Source: an optimization exercise on an open RTL-to-GDS flow (aim: a short achievable clock period). Production flows keep margins and buffers that such runs may drop. Where RTL was checked, it was by simulation tests only, not by an equivalence proof against the original. The flow treats the clock pin as an ideal source, which a real chip does not have. Power figures rest on the tool's default switching activity, not on a simulated workload.

Design nb_engine, start of the top module:
module nb_engine (
    input  wire         clk,
    input  wire         rst,
    input  wire         cmd_valid,
    output wire         cmd_ready,
    input  wire [127:0] cmd_desc,
    output wire         busy,
    input  wire         src_valid,
    output wire         src_ready,
    input  wire [31:0]  src_data,
    output wire         dst_valid,
    output wire [31:0]  dst_data,
    input  wire [15:0]  cfg_wait_bound,
    input  wire         cfg_rfin_clk_low,
    output wire         bus_clk,
    output wire         bus_nrd,
    output wire         bus_start,
    output wire         bus_doe,
    output wire [7:0]   bus_dout,
    input  wire [7:0]   bus_din,
    input  wire         bus_nwait,
    output wire         irq_inhibit,
    input  wire [15:0]  owm_in,
    output wire         owm_we,
    output wire [15:0]  owm_wdata,
    output wire [1:0]   status_code,
    output wire [1:0]   status_where,
    output wire [31:0]  status_index,
    output wire [39:0]  status_addr
);
For scale: about 1500 cells after synthesis, ~350 I/O pins, ~17000 µm² of cells after synthesis.
export LEC_CHECK = 0
export CAP_MARGIN = 20
export CORE_MARGIN = 2
export CORE_UTILIZATION = 40
export SETUP_SLACK_MARGIN = 2.5
export SLEW_MARGIN = 20
export SYNTH_HIERARCHICAL = 1
export SYNTH_MINIMUM_KEEP_SIZE = 0
create_clock -name core_clock -period 4.5 [get_ports {clk}]
standard.sh (not shown) runs the stock make flow with config.mk's settings and CLKGATE_MAP_FILE= SYNTH_SCRIPT=/design/flow/synth_recipe.tcl, a recipe that flattens the netlist after the stock synthesis.
==> flow/flow/run.sh <==
#!/bin/bash
# Own layout flow: the standard ORFS flow (standard.sh), with
#  - the port buffers inserted as regular buffers (buf_4) instead of the
#    default pick (a delay cell),
#  - the slow OR/NOR-type cells with 3 or 4 series PMOS transistors added to
#    the platform's don't-use list, so that synthesis maps wide ORs to
#    NAND/NOR2 trees. ORFS re-derives DONT_USE_CELLS in each sub-make, so the
#    full list (platform's + ours) goes in through MAKEFLAGS.
set -euo pipefail
export BUFFER_PORTS_ARGS="-buffer_cell sky130_fd_sc_hd__buf_4"
slow=""
for c in or3 or3b or4 or4b or4bb nor3 nor3b nor4 nor4b nor4bb o31a o31ai o32a o32ai o41a o41ai o311a a2111o; do
  for d in 1 2 4; do
    slow="$slow sky130_fd_sc_hd__${c}_${d}"
  done
done
slow="$slow sky130_fd_sc_hd__o311ai_0 sky130_fd_sc_hd__o311ai_1 sky130_fd_sc_hd__o311ai_2 sky130_fd_sc_hd__o311ai_4"
slow="$slow sky130_fd_sc_hd__a2111oi_0 sky130_fd_sc_hd__a2111oi_1 sky130_fd_sc_hd__a2111oi_2 sky130_fd_sc_hd__a2111oi_4"
printf 'include %s/platforms/sky130hd/config.mk\nall:\n\t@echo "$(DONT_USE_CELLS)"\n' "$FLOW_HOME" > platform_dont_use.mk
platform=$(env -u DONT_USE_CELLS -u MAKEFLAGS make -s -f platform_dont_use.mk PLATFORM_DIR="$FLOW_HOME/platforms/sky130hd")
all=$(echo $platform $slow)
export MAKEFLAGS="DONT_USE_CELLS=${all// /\\ }"
echo "MAKEFLAGS=$MAKEFLAGS" > run_env.log
# after CTS, drive the leaf buffers from four root buffers (flow/root4_cts.tcl)
export POST_CTS_TCL="$PWD/flow/root4_cts.tcl"
bash standard.sh > standard.log 2>&1
Other scripts of this flow, unchanged in this note and not shown: flow/flow/root4_cts.tcl
The baseline finished with timing, DRC and antenna clean.
Change:
--- a/flow/design.v
+++ b/flow/design.v
@@ -105,26 +105,24 @@
     wire [75:0] st_q  = {st_where, st_code, st_index, st_addr};
     wire [75:0] st_lv = {s_f_wait, s_w_wait, 2'd1, i, a};
     wire [75:0] st_cv = {2'd3, 2'd2, 72'd0};
     reg  [75:0] st_nx;
     integer b;
     always @(*) begin
         for (b = 0; b < 76; b = b + 1)
             st_nx[b] = (st_ld & st_lv[b]) |
                        (contract_g[b / 19] & ~rst & st_cv[b]) |
                        (~(rst | contract_g[b / 19] | s_end | tmo_ev) & st_q[b]);
     end
     wire [3:0]  w_smp = {4{s_r_smp}} & k[3:0];
-    wire [31:0] w_sel = {{8{w_smp[3]}}, {8{w_smp[2]}}, {8{w_smp[1]}}, {8{w_smp[0]}}};
-    wire [31:0] w_nx  = (w_sel & {4{bus_din}}) | (~w_sel & w);
     reg [7:0]  a0_inc;
     reg [15:0] a1_inc, a2_inc, i0_inc, i1_inc, l0_dec, l1_dec, r_dec;
     integer j;
     always @(*) begin
         for (j = 0; j < 8; j = j + 1)
             a0_inc[j] = a[j] ^ (&(a[7:0] | ~(8'hFF >> (8 - j))));
         for (j = 0; j < 16; j = j + 1) begin
             a1_inc[j] = a[8 + j]  ^ (&(a[23:8]  | ~(16'hFFFF >> (16 - j))));
             a2_inc[j] = a[24 + j] ^ (&(a[39:24] | ~(16'hFFFF >> (16 - j))));
             i0_inc[j] = i[j]      ^ (&(i[15:0]  | ~(16'hFFFF >> (16 - j))));
             i1_inc[j] = i[16 + j] ^ (&(i[31:16] | ~(16'hFFFF >> (16 - j))));
             l0_dec[j] = left[j]      ^ ~(|(left[15:0]  & (16'hFFFF >> (16 - j))));
@@ -166,42 +164,47 @@
         b1       <= (cfg_wait_bound == 16'd1);
         bnz      <= (cfg_wait_bound != 16'd0);
         r   <= in_wait ? r_dec : cfg_wait_bound;
         r2  <= in_wait ? (r == 16'd3) : (cfg_wait_bound == 16'd2);
         tmo <= ~rst & bnz & ((wait_next_fresh & b1) |
                              (in_wait & ~bus_nwait & ~tmo & r2));
         ca0   <= (a[7:0] == 8'hFF);
         ca1   <= (a[23:8] == 16'hFFFF);
         ci0   <= (i[15:0] == 16'hFFFF);
         zl0   <= (left[15:0] == 16'd0);
         more0 <= (left != 32'd0);
         more1 <= (left[31:1] != 31'd0);
-        op_peek <= (ld_c & d_peek) | (~ld_c & op_peek);
+        if (ld_c)
+            op_peek <= d_peek;
         a       <= ({40{ld_c}} & d_addr) | ({40{inc_c}} & a_inc) | ({40{hold_c}} & a);
         i       <= ({32{inc_c}} & i_inc) | ({32{hold_c}} & i);
         left    <= ({32{ld_c}} & d_n) | ({32{inc_c}} & l_dec) | ({32{hold_c}} & left);
-        w  <= w_nx;
+        if (w_smp[0]) w[7:0]   <= bus_din;
+        if (w_smp[1]) w[15:8]  <= bus_din;
+        if (w_smp[2]) w[23:16] <= bus_din;
+        if (w_smp[3]) w[31:24] <= bus_din;
         a_inc <= a_inc_c;
         i_inc <= i_inc_c;
         l_dec <= l_dec_c;
-        ws <= ({32{s_w_nrd}} & src_data) | ({32{~s_w_nrd}} & ws);
+        if (s_w_nrd)
+            ws <= src_data;
         sel_ld   <= nx_idle;
         sel_inc  <= ~rst & (wdone | (s_r_hi & k[3]));
         sel_hold <= ~rst & ~nx_idle_nr & ~(wdone | (s_r_hi & k[3]));
         if (s_a_ce3 | s_w_ce3 | s_r_nrd)
             k <= 5'b00001;
         else if ((s_a_lo & ~k[4]) | (s_w_lo & ~k[3]) | (s_r_smp & ~k[3]))
             k <= {k[3:0], 1'b0};
-        owm_saved <= ({16{s_a_ce2 | s_w_ce2}} & owm_in) |
-                     ({16{~(s_a_ce2 | s_w_ce2)}} & owm_saved);
+        if (s_a_ce2 | s_w_ce2)
+            owm_saved <= owm_in;
         owm_wdata_r <= ({16{owm_m}} & M_BUS) | ({16{owm_s}} & owm_saved) |
                        ({16{~(owm_m | owm_s)}} & owm_wdata_r);
     end
     always @(posedge clk) begin
         {st_where, st_code, st_index, st_addr} <= st_nx;
     end
     always @(posedge clk) begin
         if (rst) begin
             s_idle <= 1'b1; s_end <= 1'b0;
             s_a_nrd <= 1'b0; s_a_start <= 1'b0; s_a_dir <= 1'b0; s_a_wait <= 1'b0;
             s_a_ce1 <= 1'b0; s_a_ce2 <= 1'b0; s_a_ce3 <= 1'b0;
             s_a_drv <= 1'b0; s_a_hi <= 1'b0; s_a_lo <= 1'b0; s_a_cx1 <= 1'b0; s_a_cx2 <= 1'b0;
Outcome: Synthesized area grows by 0.31%; setup slack got worse by 0.081 ns; power shrinks by 0.67%; final area barely changes; via count grows by 1.6%; cell count shrinks by 0.66%; register-to-register slack got worse by 0.13 ns; die area stays flat; global-route usage grows by 0.90 points.
For the first run of this note, only the layout was checked, not whether the RTL still works.

## the previous run
The RTL this note starts from:
==> flow/design.v <==
module nb_engine (
    input  wire         clk,
    input  wire         rst,
    input  wire         cmd_valid,
    output wire         cmd_ready,
    input  wire [127:0] cmd_desc,
    output wire         busy,
    input  wire         src_valid,
    output wire         src_ready,
    input  wire [31:0]  src_data,
    output wire         dst_valid,
    output wire [31:0]  dst_data,
    input  wire [15:0]  cfg_wait_bound,
    input  wire         cfg_rfin_clk_low,
    output wire         bus_clk,
    output wire         bus_nrd,
    output wire         bus_start,
    output wire         bus_doe,
    output wire [7:0]   bus_dout,
    input  wire [7:0]   bus_din,
    input  wire         bus_nwait,
    output wire         irq_inhibit,
    input  wire [15:0]  owm_in,
    output wire         owm_we,
    output wire [15:0]  owm_wdata,
    output wire [1:0]   status_code,
    output wire [1:0]   status_where,
    output wire [31:0]  status_index,
    output wire [39:0]  status_addr
);
    localparam [15:0] M_BUS = 16'h01FF;
    localparam [7:0] OPC_POKE = 8'h01;
    localparam [7:0] OPC_PEEK = 8'h02;
    reg s_idle, s_end;
    reg s_a_nrd, s_a_start, s_a_dir, s_a_wait, s_a_ce1, s_a_ce2, s_a_ce3;
    reg s_a_drv, s_a_hi, s_a_lo, s_a_cx1, s_a_cx2;
    reg s_w_nrd, s_w_start, s_w_dir, s_w_ce1, s_w_ce2, s_w_ce3;
    reg s_w_drv, s_w_hi, s_w_lo, s_w_cx1, s_w_cx2, s_w_wait;
    reg s_r_dir, s_r_nrd, s_r_lo, s_r_hi, s_r_smp;
    reg s_f_clk, s_f_nrd, s_f_dir, s_f_wait;
    reg        busy_r, rdy_r;
    reg        op_peek;
    reg        rfin_clk;       
    reg [39:0] a;
    reg [39:0] a1;             
    reg        pg;             
    reg [31:0] i;
    reg [31:0] i1;             
    reg [31:0] left;           
    reg [31:0] left1;          
    reg        more0;          
    reg        more1;          
    reg [31:0] w;
    reg [4:0]  k;              
    reg [15:0] owm_saved;
    reg [15:0] bq;
    reg        b1;             
    reg        bnz;            
    reg [15:0] r;
    reg        tmo;
    reg        clk_r, nrd_r, start_r, doe_r;
    reg [7:0]  dout_r;
    reg        irq_r;
    reg        owm_we_r;
    reg [15:0] owm_wdata_r;
    reg        dst_valid_r;
    reg [1:0]  st_code, st_where;
    reg [31:0] st_index;
    reg [39:0] st_addr;
    wire [7:0]  d_opc  = cmd_desc[127:120];
    wire [23:0] d_rsv  = cmd_desc[119:96];
    wire [31:0] d_n    = cmd_desc[95:64];
    wire [39:0] d_addr = cmd_desc[39:0];
    wire        d_poke = (d_opc == OPC_POKE);
    wire        d_peek = (d_opc == OPC_PEEK);
    wire        d_ok   = (d_rsv == 24'd0) && (d_poke || d_peek);
    wire accept   = s_idle & cmd_valid & d_ok;
    wire contract = s_idle & cmd_valid & ~d_ok;
    wire in_wait  = s_a_wait | s_w_wait | s_f_wait;
    wire go       = in_wait & bus_nwait;
    wire tmo_ev   = tmo & ~bus_nwait;           
    wire wdone    = s_w_wait & bus_nwait;
    wire rdone    = s_r_smp & k[3];
    wire inc      = wdone | rdone;
    wire to_rfin  = (s_a_cx2 & op_peek & ~more0) | (rdone & ~(more1 & ~pg));
    wire wait_next_fresh = s_a_dir | s_w_cx2 | s_f_dir;
    reg [7:0] a_byte;
    always @(*) begin
        a_byte = ({8{k[0]}} & a[7:0])   | ({8{k[1]}} & a[15:8]) |
                 ({8{k[2]}} & a[23:16]) | ({8{k[3]}} & a[31:24]) |
                 ({8{k[4]}} & a[39:32]);
    end
    reg [7:0] w_byte;
    always @(*) begin
        w_byte = ({8{k[0]}} & w[7:0])   | ({8{k[1]}} & w[15:8]) |
                 ({8{k[2]}} & w[23:16]) | ({8{k[3]}} & w[31:24]);
    end
    assign cmd_ready    = rdy_r;
    assign busy         = busy_r;
    assign src_ready    = s_w_nrd;
    assign dst_valid    = dst_valid_r;
    assign dst_data     = w;
    assign bus_clk      = clk_r;
    assign bus_nrd      = nrd_r;
    assign bus_start    = start_r;
    assign bus_doe      = doe_r;
    assign bus_dout     = dout_r;
    assign irq_inhibit  = irq_r;
    assign owm_we       = owm_we_r;
    assign owm_wdata    = owm_wdata_r;
    assign status_code  = st_code;
    assign status_where = st_where;
    assign status_index = st_index;
    assign status_addr  = st_addr;
    always @(posedge clk) begin
        rfin_clk <= cfg_rfin_clk_low;
        bq       <= cfg_wait_bound;
        b1       <= (bq == 16'd1);
        bnz      <= (bq != 16'd0);
        r   <= in_wait ? r - 16'd1 : bq;
        tmo <= ~rst & bnz & ((wait_next_fresh & b1) |
                             (in_wait & ~bus_nwait & ~tmo & (r == 16'd2)));
        a1    <= a + 40'd1;
        pg    <= (a[7:0] == 8'hFF);
        i1    <= i + 32'd1;
        left1 <= left - 32'd1;
        more0 <= (left != 32'd0);
        more1 <= (left[31:1] != 31'd0);
        if (s_idle) begin
            op_peek <= d_peek;
            a       <= d_addr;
            left    <= d_n;
            i       <= 32'd0;
        end else if (inc) begin
            a    <= a1;
            i    <= i1;
            left <= left1;
        end
        if (s_w_nrd)
            w <= src_data;
        if (s_r_smp) begin
            if (k[0]) w[7:0]   <= bus_din;
            if (k[1]) w[15:8]  <= bus_din;
            if (k[2]) w[23:16] <= bus_din;
            if (k[3]) w[31:24] <= bus_din;
        end
        if (s_a_ce3 | s_w_ce3 | s_r_nrd)
            k <= 5'b00001;
        else if ((s_a_lo & ~k[4]) | (s_w_lo & ~k[3]) | (s_r_smp & ~k[3]))
            k <= {k[3:0], 1'b0};
        if (s_a_ce2 | s_w_ce2)
            owm_saved <= owm_in;
        if (s_a_ce3 | s_w_ce3)
            owm_wdata_r <= M_BUS;
        else if (s_a_cx1 | s_w_cx1)
            owm_wdata_r <= owm_saved;
    end
    always @(posedge clk) begin
        if (rst) begin
            s_idle <= 1'b1; s_end <= 1'b0;
            s_a_nrd <= 1'b0; s_a_start <= 1'b0; s_a_dir <= 1'b0; s_a_wait <= 1'b0;
            s_a_ce1 <= 1'b0; s_a_ce2 <= 1'b0; s_a_ce3 <= 1'b0;
            s_a_drv <= 1'b0; s_a_hi <= 1'b0; s_a_lo <= 1'b0; s_a_cx1 <= 1'b0; s_a_cx2 <= 1'b0;
            s_w_nrd <= 1'b0; s_w_start <= 1'b0; s_w_dir <= 1'b0;
            s_w_ce1 <= 1'b0; s_w_ce2 <= 1'b0; s_w_ce3 <= 1'b0;
            s_w_drv <= 1'b0; s_w_hi <= 1'b0; s_w_lo <= 1'b0; s_w_cx1 <= 1'b0; s_w_cx2 <= 1'b0;
            s_w_wait <= 1'b0;
            s_r_dir <= 1'b0; s_r_nrd <= 1'b0; s_r_lo <= 1'b0; s_r_hi <= 1'b0; s_r_smp <= 1'b0;
            s_f_clk <= 1'b0; s_f_nrd <= 1'b0; s_f_dir <= 1'b0; s_f_wait <= 1'b0;
            busy_r      <= 1'b0;
            rdy_r       <= 1'b1;
            clk_r       <= 1'b0;
            nrd_r       <= 1'b1;
            start_r     <= 1'b0;
            doe_r       <= 1'b1;
            dout_r      <= 8'd0;
            irq_r       <= 1'b0;
            owm_we_r    <= 1'b0;
            dst_valid_r <= 1'b0;
            st_code     <= 2'd0;
            st_where    <= 2'd0;
            st_index    <= 32'd0;
            st_addr     <= 40'd0;
        end else begin
            s_idle    <= (s_idle & ~accept) | s_end | tmo_ev;
            s_end     <= (accept & d_poke & (d_n == 32'd0)) |
                         (wdone & ~more1) |
                         (s_f_wait & bus_nwait & ~more0);
            s_a_nrd   <= (accept & ~(d_poke & (d_n == 32'd0))) |
                         (wdone & more1 & pg) |
                         (s_f_wait & bus_nwait & more0);
            s_a_start <= s_a_nrd;
            s_a_dir   <= s_a_start;
            s_a_wait  <= s_a_dir | (s_a_wait & ~bus_nwait & ~tmo);
            s_a_ce1   <= s_a_wait & bus_nwait;
            s_a_ce2   <= s_a_ce1;
            s_a_ce3   <= s_a_ce2;
            s_a_drv   <= s_a_ce3 | (s_a_lo & ~k[4]);
            s_a_hi    <= s_a_drv;
            s_a_lo    <= s_a_hi;
            s_a_cx1   <= s_a_lo & k[4];
            s_a_cx2   <= s_a_cx1;
            s_w_nrd   <= (s_a_cx2 & ~op_peek) | (wdone & more1 & ~pg) |
                         (s_w_nrd & ~src_valid);
            s_w_start <= s_w_nrd & src_valid;
            s_w_dir   <= s_w_start;
            s_w_ce1   <= s_w_dir;
            s_w_ce2   <= s_w_ce1;
            s_w_ce3   <= s_w_ce2;
            s_w_drv   <= s_w_ce3 | (s_w_lo & ~k[3]);
            s_w_hi    <= s_w_drv;
            s_w_lo    <= s_w_hi;
            s_w_cx1   <= s_w_lo & k[3];
            s_w_cx2   <= s_w_cx1;
            s_w_wait  <= s_w_cx2 | (s_w_wait & ~bus_nwait & ~tmo);
            s_r_dir   <= (s_a_cx2 & op_peek & more0) | (rdone & more1 & ~pg);
            s_r_nrd   <= s_r_dir;
            s_r_lo    <= s_r_nrd | (s_r_smp & ~k[3]);
            s_r_hi    <= s_r_lo;
            s_r_smp   <= s_r_hi;
            s_f_clk   <= to_rfin & rfin_clk;
            s_f_nrd   <= (to_rfin & ~rfin_clk) | s_f_clk;
            s_f_dir   <= s_f_nrd;
            s_f_wait  <= s_f_dir | (s_f_wait & ~bus_nwait & ~tmo);
            if (accept) begin
                busy_r <= 1'b1;
                rdy_r  <= 1'b0;
            end else if (s_end | tmo_ev) begin
                busy_r <= 1'b0;
                rdy_r  <= 1'b1;
            end
            if (s_a_hi | s_w_hi | s_r_hi)
                clk_r <= 1'b1;
            else if (s_a_lo | s_w_lo | s_r_lo | s_f_clk)
                clk_r <= 1'b0;
            if (s_r_nrd)
                nrd_r <= 1'b0;
            else if (s_a_nrd | (s_w_nrd & src_valid) | s_f_nrd)
                nrd_r <= 1'b1;
            if (s_a_start)
                start_r <= 1'b1;
            else if (s_a_drv)
                start_r <= k[0];
            else if (s_w_start | s_w_drv)
                start_r <= 1'b0;
            if (s_r_dir)
                doe_r <= 1'b0;
            else if (s_a_dir | s_w_dir | s_f_dir)
                doe_r <= 1'b1;
            if (s_a_drv)
                dout_r <= a_byte;
            else if (s_w_drv)
                dout_r <= w_byte;
            if (s_a_ce1 | s_w_ce1)
                irq_r <= 1'b1;
            else if (s_a_cx2 | s_w_cx2)
                irq_r <= 1'b0;
            owm_we_r    <= s_a_ce3 | s_w_ce3 | s_a_cx1 | s_w_cx1;
            dst_valid_r <= rdone;
            if (tmo_ev) begin
                st_code  <= 2'd1;
                st_where <= s_a_wait ? 2'd0 : s_w_wait ? 2'd1 : 2'd2;
                st_index <= i;
                st_addr  <= a;
            end else if (contract) begin
                st_code  <= 2'd2;
                st_where <= 2'd3;
                st_index <= 32'd0;
                st_addr  <= 40'd0;
            end else if (s_end) begin
                st_code  <= 2'd0;
                st_where <= 2'd0;
                st_index <= 32'd0;
                st_addr  <= 40'd0;
            end
        end
    end
endmodule
==> flow/config.mk <==
export PLATFORM = sky130hd
export DESIGN_NAME = nb_engine
export DESIGN_NICKNAME = nb_engine
export VERILOG_FILES = /design/flow/design.v
export SDC_FILE = /design/flow/constraint.sdc
export NUM_CORES = 4
export LEC_CHECK = 0
export ABC_CLOCK_PERIOD_IN_PS = 1500
export CAP_MARGIN = 20
export CORE_MARGIN = 2
export CORE_UTILIZATION = 40
export SETUP_SLACK_MARGIN = 2.5
export SLEW_MARGIN = 20
==> flow/constraint.sdc <==
create_clock -name core_clock -period 4.5 [get_ports {clk}]
set_input_delay 0.9000 -clock core_clock [delete_from_list [all_inputs] [get_ports {clk}]]
set_output_delay 0.9000 -clock core_clock [all_outputs]
set_load 0.01 [all_outputs]
run.sh (not shown) runs the stock make flow with config.mk's settings and CLKGATE_MAP_FILE= SYNTH_SCRIPT=/design/flow/synth_recipe.tcl, a recipe that flattens the netlist after the stock synthesis.
Stock flow here: none of the scripts above is used.
The previous run: no failed stages, no open violations at the end
The following lists how the current run was set up differently from the previous run:
diff --git a/flow/design.v b/flow/design.v
--- a/flow/design.v
+++ b/flow/design.v
@@ -41,20 +41,17 @@
     reg        busy_r, rdy_r;
     reg        op_peek;
     reg        rfin_clk;       
     reg [39:0] a;
-    reg [39:0] a1;             
     reg        pg;             
     reg [31:0] i;
-    reg [31:0] i1;             
     reg [31:0] left;           
-    reg [31:0] left1;          
     reg        more0;          
     reg        more1;          
+    reg        wdone_d;        
     reg [31:0] w;
     reg [4:0]  k;              
     reg [15:0] owm_saved;
-    reg [15:0] bq;
     reg        b1;             
     reg        bnz;            
     reg [15:0] r;
     reg        tmo;
@@ -80,9 +77,9 @@
     wire go       = in_wait & bus_nwait;
     wire tmo_ev   = tmo & ~bus_nwait;           
     wire wdone    = s_w_wait & bus_nwait;
     wire rdone    = s_r_smp & k[3];
-    wire inc      = wdone | rdone;
+    wire inc      = wdone_d | rdone;
     wire to_rfin  = (s_a_cx2 & op_peek & ~more0) | (rdone & ~(more1 & ~pg));
     wire wait_next_fresh = s_a_dir | s_w_cx2 | s_f_dir;
     reg [7:0] a_byte;
     always @(*) begin
@@ -113,29 +110,26 @@
     assign status_index = st_index;
     assign status_addr  = st_addr;
     always @(posedge clk) begin
         rfin_clk <= cfg_rfin_clk_low;
-        bq       <= cfg_wait_bound;
-        b1       <= (bq == 16'd1);
-        bnz      <= (bq != 16'd0);
-        r   <= in_wait ? r - 16'd1 : bq;
+        b1       <= (cfg_wait_bound == 16'd1);
+        bnz      <= (cfg_wait_bound != 16'd0);
+        r   <= in_wait ? r - 16'd1 : cfg_wait_bound;
         tmo <= ~rst & bnz & ((wait_next_fresh & b1) |
                              (in_wait & ~bus_nwait & ~tmo & (r == 16'd2)));
-        a1    <= a + 40'd1;
+        wdone_d <= wdone;
         pg    <= (a[7:0] == 8'hFF);
-        i1    <= i + 32'd1;
-        left1 <= left - 32'd1;
         more0 <= (left != 32'd0);
         more1 <= (left[31:1] != 31'd0);
         if (s_idle) begin
             op_peek <= d_peek;
             a       <= d_addr;
             left    <= d_n;
             i       <= 32'd0;
         end else if (inc) begin
-            a    <= a1;
-            i    <= i1;
-            left <= left1;
+            a    <= a + 40'd1;
+            i    <= i + 32'd1;
+            left <= left - 32'd1;
         end
         if (s_w_nrd)
             w <= src_data;
         if (s_r_smp) begin
## What came out
- More vias were needed by the previous run than by the current run.
- Per the comparison of the current run with the previous run, via count of the first global-routing pass saw a decrease; count of clock-buffer cells in the layout saw a decrease; post-route clock skew saw a decrease.
- Area fraction in compound gates after synthesis: the current run vs the previous run up 3.5 points
- On the current run: design area is about 12% lower than what the previous run gave.
The RTL of the current run was laid out without a check of its function.

==> port drivers added, routing unchanged <==
In the flow no input, the clock included, has a driving cell. The finished layouts below were timed again as built, in two steps. Step 1 sets driving cells, clkbuf_16 on the clock port and buf_2 on the other inputs (assumed; they add their load-dependent delay and slew). Step 2 moves the port delays by t, midway between the first and last clock arrival at a register: inputs arrive t later, outputs are due t later. That takes back most of the time a late clock gives input paths. Slacks: ideal / step 1 / step 2; pairs: ideal / step 1.
run | t (ns) | setup WS [ns] | worst hold slack (ns) | cell pins on the clock port's net
the first run of note 1 | 0.491 | 2.606 / 2.539 / 2.197 | 0.402 / 0.402 / 0.402 | 4
the second run of note 1 | 0.489 | 2.525 / 2.545 / 2.122 | 0.418 / 0.418 / 0.418 | 4
the previous run | 0.627 | 2.190 / 2.228 / 1.601 | 0.433 / 0.433 / 0.433 | 1
the current run | 0.566 | 2.119 / 2.119 / 2.024 | 0.444 / 0.444 / 0.444 | 1
After both steps every run listed still meets setup and hold. For the previous run, which loses most, drivers alone change the setup slack by +0.038 ns; drivers and shift together by -0.589 ns.
